What follows belongs to an exercise in optimizing a design on an open flow for small area; a production flow would make more cautious choices. Function was checked by simulation only, so behaviour that the tests miss may differ from the original.

**flow/design.v**
```verilog
module spfd_framer (
    input  wire        clk,
    input  wire        rst,             
    input  wire        req_valid,
    input  wire [67:0] req,             
    output reg         rsp_valid,
    output reg  [2:0]  rsp,
    output reg  [23:0] res,
    output reg  [2:0]  err,             
    output reg         tp_open,         
    input  wire        cfg_backend,     
    input  wire [7:0]  cfg_colormode,   
    input  wire [23:0] cfg_bg,          
    input  wire [23:0] cfg_hold,        
    input  wire        open_err,        
    input  wire        tp_err,          
    output reg         sw_valid,
    output reg  [8:0]  sw_word,
    input  wire        sw_ready,
    output reg         lcd_cs,
    output reg         lcd_sck,
    output reg         lcd_sda,
    output reg         lcd_rst
);
    localparam [3:0] OP_INIT   = 4'h1, OP_ORIENT = 4'h2, OP_WINDOW = 4'h3,
                     OP_CLEAR  = 4'h4, OP_PIXEL  = 4'h5, OP_PIX16  = 4'h6,
                     OP_CLOSE  = 4'h7, OP_CMD    = 4'h8, OP_DATA   = 4'h9,
                     OP_PACK   = 4'hA, OP_UNPACK = 4'hB, OP_FCMD   = 4'hC,
                     OP_FDATA  = 4'hD;
    localparam [2:0] R_OK = 3'd0, R_TRANSPORT = 3'd1, R_INVALID = 3'd2,
                     R_UNSUPPORTED = 3'd3, R_NOT_READY = 3'd4;
    localparam [2:0] PH_OFF = 3'd0, PH_INIT = 3'd1, PH_READY = 3'd2,
                     PH_FAILED = 3'd3, PH_CLOSED = 3'd4;
    localparam [2:0] SEG_INIT = 3'd0, SEG_ORIENT = 3'd1, SEG_WIN = 3'd2,
                     SEG_ONE = 3'd3, SEG_PIX = 3'd4;
    localparam [2:0] M_IDLE = 3'd0, M_PR = 3'd1, M_HOLD = 3'd2, M_LOAD = 3'd3,
                     M_SEND = 3'd4, M_ADV = 3'd5;
    localparam [14:0] CLEAR_PIXELS = 15'd20930;
    wire [3:0]  op = req[67:64];
    wire [15:0] a0 = req[63:48];
    wire [15:0] a1 = req[47:32];
    wire [15:0] a2 = req[31:16];
    wire [15:0] a3 = req[15:0];
    reg [2:0]  phase;
    reg        backend;
    reg [7:0]  colormode;
    reg [23:0] bg;
    reg [23:0] hold_len;
    reg [2:0]  state;
    reg [2:0]  hold_ret;
    reg [23:0] hold_cnt;
    reg [2:0]  pr_idx;
    reg [2:0]  seg;
    reg [3:0]  widx;
    reg [14:0] pixcnt;
    reg        clr_f;           
    reg        p16_f;           
    reg [4:0]  bcnt;            
    reg [8:0]  t_word;          
    reg [7:0]  win_xs, win_xe, win_ys, win_ye;
    reg [7:0]  orient_byte;
    reg [8:0]  one_word;
    reg [23:0] pix;
    wire [16:0] xs_w = {1'b0, a0} + 17'd2;
    wire [16:0] xe_w = {1'b0, a0} + {1'b0, a2} + 17'd1;
    wire [16:0] ys_w = {1'b0, a1} + 17'd1;
    wire [16:0] ye_w = {1'b0, a1} + {1'b0, a3} + 17'd1;
    wire        win_bad = (xs_w > 17'd255) || (xe_w > 17'd255) ||
                          (ys_w > 17'd255) || (ye_w > 17'd255);
    reg        orient_ok;
    reg [7:0]  orient_val;
    always @(*) begin
        orient_ok  = 1'b1;
        orient_val = 8'h00;
        case (a0)
            16'd0:   orient_val = 8'h00;
            16'd90:  orient_val = 8'h60;    
            16'd180: orient_val = 8'hC0;    
            16'd270: orient_val = 8'hA0;    
            default: orient_ok  = 1'b0;
        endcase
    end
    wire cm_valid = (cfg_colormode == 8'h03) || (cfg_colormode == 8'h05) ||
                    (cfg_colormode == 8'h06);
    wire [15:0] pack_res = {a0[7:3], a1[7:2], a2[7:3]};
    wire [15:0] pix565 = {pix[23:19], pix[15:10], pix[7:3]};
    wire        mode16 = (colormode == 8'h05);
    reg [8:0] cur_word;
    reg [3:0] seg_len;
    always @(*) begin
        cur_word = 9'h000;
        seg_len  = 4'd1;
        case (seg)
            SEG_INIT: begin
                seg_len = 4'd7;
                case (widx)
                    4'd0:    cur_word = 9'h001;              
                    4'd1:    cur_word = 9'h03A;              
                    4'd2:    cur_word = {1'b1, colormode};
                    4'd3:    cur_word = 9'h011;              
                    4'd4:    cur_word = 9'h029;              
                    4'd5:    cur_word = 9'h036;              
                    default: cur_word = 9'h100;              
                endcase
            end
            SEG_ORIENT: begin
                seg_len = 4'd2;
                if (widx == 4'd0) cur_word = 9'h036;
                else              cur_word = {1'b1, orient_byte};
            end
            SEG_WIN: begin
                seg_len = 4'd11;
                case (widx)
                    4'd0:    cur_word = 9'h02A;              
                    4'd2:    cur_word = {1'b1, win_xs};
                    4'd4:    cur_word = {1'b1, win_xe};
                    4'd5:    cur_word = 9'h02B;              
                    4'd7:    cur_word = {1'b1, win_ys};
                    4'd9:    cur_word = {1'b1, win_ye};
                    4'd10:   cur_word = 9'h02C;              
                    default: cur_word = 9'h100;              
                endcase
            end
            SEG_ONE: begin
                seg_len  = 4'd1;
                cur_word = one_word;
            end
            default: begin  
                if (p16_f || mode16) begin
                    seg_len = 4'd2;
                    if (p16_f)
                        cur_word = (widx == 4'd0) ? {1'b1, pix[15:8]} : {1'b1, pix[7:0]};
                    else
                        cur_word = (widx == 4'd0) ? {1'b1, pix565[15:8]} : {1'b1, pix565[7:0]};
                end else begin
                    seg_len = 4'd3;
                    case (widx)
                        4'd0:    cur_word = {1'b1, pix[23:18], 2'b00};
                        4'd1:    cur_word = {1'b1, pix[15:10], 2'b00};
                        default: cur_word = {1'b1, pix[7:2],   2'b00};
                    endcase
                end
            end
        endcase
    end
    task finish_ok;
        begin
            rsp_valid <= 1'b1;
            rsp       <= R_OK;
            state     <= M_IDLE;
            if (phase == PH_INIT)
                phase <= PH_READY;
        end
    endtask
    task finish_fail;
        begin
            rsp_valid <= 1'b1;
            rsp       <= R_TRANSPORT;
            err       <= R_TRANSPORT;
            state     <= M_IDLE;
            phase     <= PH_FAILED;
            if (phase == PH_INIT)
                tp_open <= 1'b0;
        end
    endtask
    task reject(input [2:0] code);
        begin
            rsp_valid <= 1'b1;
            rsp       <= code;
            err       <= code;
        end
    endtask
    task start_words(input [2:0] s);
        begin
            seg   <= s;
            widx  <= 4'd0;
            state <= M_LOAD;
        end
    endtask
    always @(posedge clk) begin
        if (rst) begin
            phase     <= PH_OFF;
            err       <= R_OK;
            tp_open   <= 1'b0;
            state     <= M_IDLE;
            rsp_valid <= 1'b0;
            sw_valid  <= 1'b0;
            lcd_cs    <= 1'b1;
            lcd_sck   <= 1'b1;
            lcd_sda   <= 1'b0;
            lcd_rst   <= 1'b1;
        end else begin
            rsp_valid <= 1'b0;
            case (state)
            M_IDLE: begin
                if (req_valid && !rsp_valid) begin
                    case (op)
                    OP_PACK: begin
                        rsp_valid <= 1'b1; rsp <= R_OK; res <= {8'h00, pack_res};
                    end
                    OP_UNPACK: begin
                        rsp_valid <= 1'b1; rsp <= R_OK;
                        res <= {a0[15:11], 3'b000, a0[10:5], 2'b00, a0[4:0], 3'b000};
                    end
                    OP_FCMD: begin
                        rsp_valid <= 1'b1; rsp <= R_OK; res <= {15'd0, 1'b0, a0[7:0]};
                    end
                    OP_FDATA: begin
                        rsp_valid <= 1'b1; rsp <= R_OK; res <= {15'd0, 1'b1, a0[7:0]};
                    end
                    OP_INIT: begin
                        if (phase != PH_OFF)             reject(R_NOT_READY);
                        else if (!cm_valid)              reject(R_INVALID);
                        else if (cfg_colormode == 8'h03) reject(R_UNSUPPORTED);
                        else begin
                            backend   <= cfg_backend;
                            colormode <= cfg_colormode;
                            bg        <= cfg_bg;
                            hold_len  <= cfg_hold;
                            if (open_err) begin
                                reject(R_TRANSPORT);
                            end else begin
                                tp_open <= 1'b1;
                                phase   <= PH_INIT;
                                pr_idx  <= 3'd0;
                                state   <= M_PR;
                                win_xs  <= 8'd2;   win_xe <= 8'd131;
                                win_ys  <= 8'd1;   win_ye <= 8'd162;
                                clr_f   <= 1'b1;
                                p16_f   <= 1'b0;
                                pix     <= cfg_bg;
                            end
                        end
                    end
                    OP_CLOSE: begin
                        if (phase != PH_READY && phase != PH_FAILED) reject(R_NOT_READY);
                        else begin
                            rsp_valid <= 1'b1; rsp <= R_OK;
                            tp_open   <= 1'b0;
                            phase     <= PH_CLOSED;
                        end
                    end
                    OP_ORIENT: begin
                        if (phase != PH_READY) reject(R_NOT_READY);
                        else if (!orient_ok)   reject(R_INVALID);
                        else begin
                            orient_byte <= orient_val;
                            start_words(SEG_ORIENT);
                        end
                    end
                    OP_WINDOW: begin
                        if (phase != PH_READY) reject(R_NOT_READY);
                        else if (win_bad)      reject(R_INVALID);
                        else begin
                            win_xs <= xs_w[7:0]; win_xe <= xe_w[7:0];
                            win_ys <= ys_w[7:0]; win_ye <= ye_w[7:0];
                            clr_f  <= 1'b0;
                            start_words(SEG_WIN);
                        end
                    end
                    OP_CLEAR: begin
                        if (phase != PH_READY)         reject(R_NOT_READY);
                        else if (colormode == 8'h03)   reject(R_UNSUPPORTED);
                        else begin
                            win_xs <= 8'd2;   win_xe <= 8'd131;
                            win_ys <= 8'd1;   win_ye <= 8'd162;
                            clr_f  <= 1'b1;
                            p16_f  <= 1'b0;
                            pix    <= {a0[7:0], a1[7:0], a2[7:0]};
                            start_words(SEG_WIN);
                        end
                    end
                    OP_PIXEL: begin
                        if (phase != PH_READY)         reject(R_NOT_READY);
                        else if (colormode == 8'h03)   reject(R_UNSUPPORTED);
                        else begin
                            clr_f  <= 1'b0;
                            p16_f  <= 1'b0;
                            pix    <= {a0[7:0], a1[7:0], a2[7:0]};
                            pixcnt <= 15'd0;
                            start_words(SEG_PIX);
                        end
                    end
                    OP_PIX16: begin
                        if (phase != PH_READY)         reject(R_NOT_READY);
                        else if (colormode != 8'h05)   reject(R_UNSUPPORTED);
                        else begin
                            clr_f  <= 1'b0;
                            p16_f  <= 1'b1;
                            pix    <= {8'h00, a0};
                            pixcnt <= 15'd0;
                            start_words(SEG_PIX);
                        end
                    end
                    OP_CMD: begin
                        if (phase != PH_READY) reject(R_NOT_READY);
                        else begin
                            one_word <= {1'b0, a0[7:0]};
                            start_words(SEG_ONE);
                        end
                    end
                    OP_DATA: begin
                        if (phase != PH_READY) reject(R_NOT_READY);
                        else begin
                            one_word <= {1'b1, a0[7:0]};
                            start_words(SEG_ONE);
                        end
                    end
                    default: reject(R_INVALID);   
                    endcase
                end
            end
            M_PR: begin
                pr_idx <= pr_idx + 3'd1;
                if (backend) begin
                    case (pr_idx)
                        3'd0: lcd_cs  <= 1'b0;
                        3'd1: lcd_rst <= 1'b0;
                        3'd2, 3'd5: begin
                            hold_cnt <= hold_len;
                            hold_ret <= M_PR;
                            state    <= M_HOLD;
                        end
                        3'd3: lcd_cs  <= 1'b1;
                        3'd4: lcd_rst <= 1'b1;
                        3'd6: lcd_sda <= 1'b0;
                        default: begin
                            lcd_sck <= 1'b1;
                            start_words(SEG_INIT);
                        end
                    endcase
                end else begin
                    case (pr_idx)
                        3'd0: lcd_rst <= 1'b0;
                        3'd1: begin
                            hold_cnt <= hold_len;
                            hold_ret <= M_PR;
                            state    <= M_HOLD;
                        end
                        3'd2: lcd_rst <= 1'b1;
                        default: begin
                            hold_cnt <= hold_len;
                            hold_ret <= M_LOAD;
                            seg      <= SEG_INIT;
                            widx     <= 4'd0;
                            state    <= M_HOLD;
                        end
                    endcase
                end
            end
            M_HOLD: begin
                if (hold_cnt == 24'd0) state <= hold_ret;
                else                   hold_cnt <= hold_cnt - 24'd1;
            end
            M_LOAD: begin
                t_word <= cur_word;
                bcnt   <= 5'd0;
                state  <= M_SEND;
                if (!backend) begin
                    sw_valid <= 1'b1;
                    sw_word  <= cur_word;
                end
            end
            M_SEND: begin
                if (!backend) begin
                    if (sw_ready) begin
                        sw_valid <= 1'b0;
                        if (tp_err) finish_fail();
                        else        state <= M_ADV;
                    end
                end else begin
                    bcnt <= bcnt + 5'd1;
                    if (bcnt == 5'd0) begin
                        lcd_cs <= 1'b0;
                    end else if (bcnt == 5'd28) begin
                        lcd_cs <= 1'b1;
                        if (tp_err) finish_fail();
                        else        state <= M_ADV;
                    end else begin
                        case ((bcnt - 5'd1) % 3)
                            5'd0:    lcd_sda <= t_word[8 - (bcnt - 5'd1) / 3];
                            5'd1:    lcd_sck <= 1'b0;
                            default: lcd_sck <= 1'b1;
                        endcase
                    end
                end
            end
            M_ADV: begin
                if (seg == SEG_INIT && widx == 4'd0) begin
                    widx     <= 4'd1;
                    hold_cnt <= hold_len;
                    hold_ret <= M_LOAD;
                    state    <= M_HOLD;
                end else if (widx + 4'd1 < seg_len) begin
                    widx  <= widx + 4'd1;
                    state <= M_LOAD;
                end else begin
                    case (seg)
                        SEG_INIT: start_words(SEG_WIN);
                        SEG_WIN: begin
                            if (clr_f) begin
                                pixcnt <= 15'd0;
                                start_words(SEG_PIX);
                            end else begin
                                finish_ok();
                            end
                        end
                        SEG_PIX: begin
                            if (clr_f && pixcnt != CLEAR_PIXELS - 15'd1) begin
                                pixcnt <= pixcnt + 15'd1;
                                start_words(SEG_PIX);
                            end else begin
                                finish_ok();
                            end
                        end
                        default: finish_ok();
                    endcase
                end
            end
            default: state <= M_IDLE;
            endcase
        end
    end
endmodule
```
**flow/run.sh**
```bash
#!/bin/bash
# synth_recipe.tcl (not shown) runs the flow's synth.tcl, then flattens the netlist and writes it again
# the make line also repeats each setting of config.mk as NAME=value (left out here)
make -C /OpenROAD-flow-scripts/flow DESIGN_CONFIG=/design/flow/config.mk WORK_HOME=/design/flow/orfs CLKGATE_MAP_FILE= SYNTH_SCRIPT=/design/flow/synth_recipe.tcl finish
```
**flow/config.mk**
```make
export PLATFORM = sky130hd
export DESIGN_NAME = spfd_framer
export DESIGN_NICKNAME = spfd_framer
export VERILOG_FILES = /design/flow/design.v
export SDC_FILE = /design/flow/constraint.sdc
export NUM_CORES = 4
export LEC_CHECK = 0
export CAP_MARGIN = 20
export CORE_MARGIN = 2
export CORE_UTILIZATION = 40
export PLACE_DENSITY = 0.6
export SLEW_MARGIN = 20
```
**flow/constraint.sdc**
```tcl
create_clock -name core_clock -period 8.0 [get_ports {clk}]
set_input_delay 1.6000 -clock core_clock [delete_from_list [all_inputs] [get_ports {clk}]]
set_output_delay 1.6000 -clock core_clock [all_outputs]
set_load 0.01 [all_outputs]
```
==> flow_summary.json <==
{
  "status": "no timing/DRC/antenna violations",
  "synth_edf_count": 198,
  "number_of_cell_rows": 69,
  "syn_area_um2": 14500,
  "postRouteWirelength_mm": 44.8,
  "cts.sinks": 214,
  "synth-warning-count": 1,
  "wire_per_inst_um": 20.6,
  "power.leakage_nw": 6.25,
  "max-vdd-ir-drop_mv": 0.168,
  "final.period_utilization": 0.819,
  "netlist_instances": 1563,
  "arrival_ns": 6.74,
  "slew-limit-headroom": 0.284,
  "num_vias": 12800,
  "vias_per_cell": 5.87,
  "synth_ff_type": "sky130_fd_sc_hd__edfxtp_1",
  "maxClockFrequency_mhz": 153,
  "post_route_cells_drive_above_1_share": 0.0670,
  "drt.antenna.violating_nets": 0,
  "synth.ff_latch_count": 214,
  "area_delta_synth_final_pct": 20.8,
  "gr-usage-all-layers": 0.231,
  "synth.area.top_cells": "sky130_fd_sc_hd__edfxtp_1, sky130_fd_sc_hd__ha_1, sky130_fd_sc_hd__a21oi_1",
  "finalWorstPathRequiredPeriod_ns": 6.55,
  "critPathKind": "in -> reg",
  "critical_path_required_ns": 8.19,
  "hold_viol_final": 0,
  "detailed_place.area_um2": 16700,
  "post_synthesis_cell_type_with_the_largest_combined_area": "sky130_fd_sc_hd__edfxtp_1",
  "ys_types": 97,
  "max-clock-path-buffers": 3,
  "utilization": 0.492,
  "fin_total_pwr_w": 0.00307,
  "clock_tree.htree_level_count": 1,
  "global_route_wire_length_before_repair_mm": 69.7,
  "grt_residual_overflow": 0,
  "port_buffers": 171,
  "clk_pin_slew_ns": 0.06,
  "timing.critical_path.to_type": "flip-flop",
  "coreArea_um2": 35700,
  "n_fill_cell": 3376,
  "critical_path.startpoint_type": "input pin",
  "synth-async-reset-ratio": 0,
  "grt_max_degree": 49,
  "grt_pass1_vias": 12200,
  "clk_root_buffer_cell": "sky130_fd_sc_hd__clkbuf_16",
  "drt_first_iter_violations": 955,
  "dp_hpwl_mm": 33.3,
  "finalSetupTns_ns": 0,
  "gp_congestion": 0.910,
  "grt_setup_unrepaired": "no",
  "hold_endpoint": "err[2]",
  "antenna-diode-count": 0,
  "fp.dieArea_um2": 37800,
  "cts_tree": "yes",
  "ff2ff_path_depth": 22,
  "synthDominantCellAreaShare": 0.410,
  "worst_skew_pair_latency_ns": 0.55,
  "holdBufCountCts": 0,
  "dieWidth_um": 195,
  "synth_seq_area_share": 0.432,
  "holdCritStartpoint": "err[2]",
  "post-route-drc-count": 0,
  "ff2ff_setup_slack_ns": 2.12,
  "power_per_cell_area_nw_per_um2": 175,
  "skew_ns": 0.0164,
  "io_pins": 177,
  "die-height_um": 195,
  "cap_violations": 0,
  "final_nets": 1891,
  "hold_class": "reg -> reg",
  "drt-pass1-iter-count": 5,
  "cts-buffers-inserted": 25,
  "multiInputGateArea_um2": 7730,
  "seqCellArea_um2": 6270,
  "critical_path.reg2reg.endpoint": "lcd_sda",
  "final_max_slew_viol_count": 0,
  "postCtsSetupRepairBufs": 0,
  "syn_avg_cell_area_um2": 9.29,
  "crit-reg2reg-launch": "bcnt[0]",
  "critPathMaxFanout": 32,
  "grt_antenna_before_repair": 0,
  "initial_utilization": 0.407,
  "setup_violation_total_in_the_final_timing_report": 0,
  "worst_hold_path.num_cells": 2,
  "worst_slew_pin_slew_ns": 1.07,
  "post_cts.resized_instances": 0,
  "layout.cell_area.non_filler_um2": 17500
}
[how the worst max path moves through the flow]
stage,start,to,slack [ns]
final,req[50],win_ys[4],1.45
after global routing,req[50],win_ye[1],1.10
after CTS,req[50],win_ye[0],1.54
after global placement,req[50],win_ye[0],1.05
after floorplan,req[32],win_xe[0],1.05
after detailed placement,req[50],win_ye[2],0.99
[critical path: stages]
cell,delay (ns)
sky130_fd_sc_hd__clkdlybuf4s50_1,0.90
sky130_fd_sc_hd__ha_1,0.38
sky130_fd_sc_hd__nor2b_1,0.16
sky130_fd_sc_hd__o21ai_0,0.20
sky130_fd_sc_hd__a21oi_1,0.13
sky130_fd_sc_hd__o21ai_0,0.35
sky130_fd_sc_hd__a21oi_1,0.11
sky130_fd_sc_hd__or4_1,0.54
sky130_fd_sc_hd__a2111oi_0,0.44
sky130_fd_sc_hd__nand4_1,0.40
sky130_fd_sc_hd__nor3_1,0.57
sky130_fd_sc_hd__a21boi_0,0.25
sky130_fd_sc_hd__nor3_2,0.24
sky130_fd_sc_hd__buf_4,0.40
[synth_stat cells, types with 22 or more instances]
master and number:
sky130_fd_sc_hd__and3_1 23, sky130_fd_sc_hd__nor3_1 59, sky130_fd_sc_hd__nand3_1 51, sky130_fd_sc_hd__xor2_1 32, sky130_fd_sc_hd__nand2b_1 23, sky130_fd_sc_hd__nor4_1 22
sky130_fd_sc_hd__o22ai_1 28, sky130_fd_sc_hd__xnor2_1 41, sky130_fd_sc_hd__nor2_1 164, sky130_fd_sc_hd__inv_1 55, sky130_fd_sc_hd__clkbuf_1 70, sky130_fd_sc_hd__o21ai_0 88
sky130_fd_sc_hd__a21oi_1 131, sky130_fd_sc_hd__nand2_1 150, sky130_fd_sc_hd__ha_1 60, sky130_fd_sc_hd__nor2b_1 23, sky130_fd_sc_hd__edfxtp_1 198
[final cells by class]
class / count / area share
inverter: 56 / 0.0120
timing repair buffer: 193 / 0.107
clock inverter: 20 / 0.0137
tap: 461 / 0.0329
clock buffer: 26 / 0.0359
multi-input combinational: 1208 / 0.441
sequential: 214 / 0.357
[state kept, by name, indices dropped and copies added (netlist names), 9 cells and up]
| register | count |
|---|---|
| hold_cnt | 24 |
| hold_len | 24 |
| pix | 22 |
| res | 21 |
| pixcnt | 15 |
| one_word | 9 |
| sw_word | 9 |
| t_word | 9 |
[layout by cell type, fill, tap and decap left out, drive strengths merged, types with 14 or more instances in the layout]
cell type	count
clkbuf	26
buf	22
edfxtp	198
or3	14
and2	17
xnor2	42
a31oi	16
clkdlybuf4s50	171
o22ai	28
inv	61
dfxtp	16
nand2b	23
o21ai	91
and3	23
a21oi	131
nor2	164
nand3	51
a22o	18
mux2i	17
nand2	150
a21o	16
ha	60
xor2	33
nor3	62
nor2b	23
nor4	22
[stage by stage]
| step | setup WS, ns | hold slack (ns) | instances |
|---|---|---|---|
| after floorplan | 1.05 | 0.449 | 1566 |
| after global placement | 1.05 | 0.453 | 2132 |
| after detailed placement | 0.993 | 0.468 | 2132 |
| after CTS | 1.54 | 0.477 | 2178 |
| after global routing | 1.10 | 0.496 | 2178 |
| final | 1.45 | 0.478 | 2178 |
[logic make-up after synthesis]
group | share of synthesized area
compound gates | 0.193
xor+xnor | 0.0463
fa+ha+maj | 0.0545
buf+inv | 0.0391
flops | 0.432
mux | 0.0259
other cells | 0.000517
simple gates | 0.209
[routing by layer]
metal	wire length (µm)	vias to the layer above	part of all wire	global-route usage
met5	0	-	0	0
met4	1190	0	0.027	0.0627
li1	-	6118	-	-
met3	3270	65	0.073	0.0453
met2	19900	493	0.45	0.365
met1	20400	6102	0.46	0.324
[power breakdown]
part           internal [W]  switching [W]
sequential          0.00126      0.0000320
clock              0.000713       0.000502
combinational      0.000236       0.000319

[port drivers added, routing unchanged]
The results above use ideal ports. As a check the final layout listed here was re-extracted and re-timed, cells and wires unchanged.
Step 1, drivers: a clkbuf_16 drives clk and a buf_2 each remaining input, both assumed.
Step 2, shift: input delay + t, output delay - t, t = (earliest + latest rising clock arrival at the registers) / 2. This alone moves slack from input paths to output paths.
Slacks: ideal / step 1 / step 2; pairs: ideal / step 1.
shift t [ns]: 0.594
slack for setup (ns): 1.451 / 1.447 / 0.853
worst setup path at the end: input to register
latest minus earliest clock arrival (ns): 0.017 / 0.016
worst data-port slew with drivers (ns): 0.09
After both steps this run still meets setup and hold. The setup slack of this run moves by -0.004 ns with the drivers and by -0.598 ns with both steps.
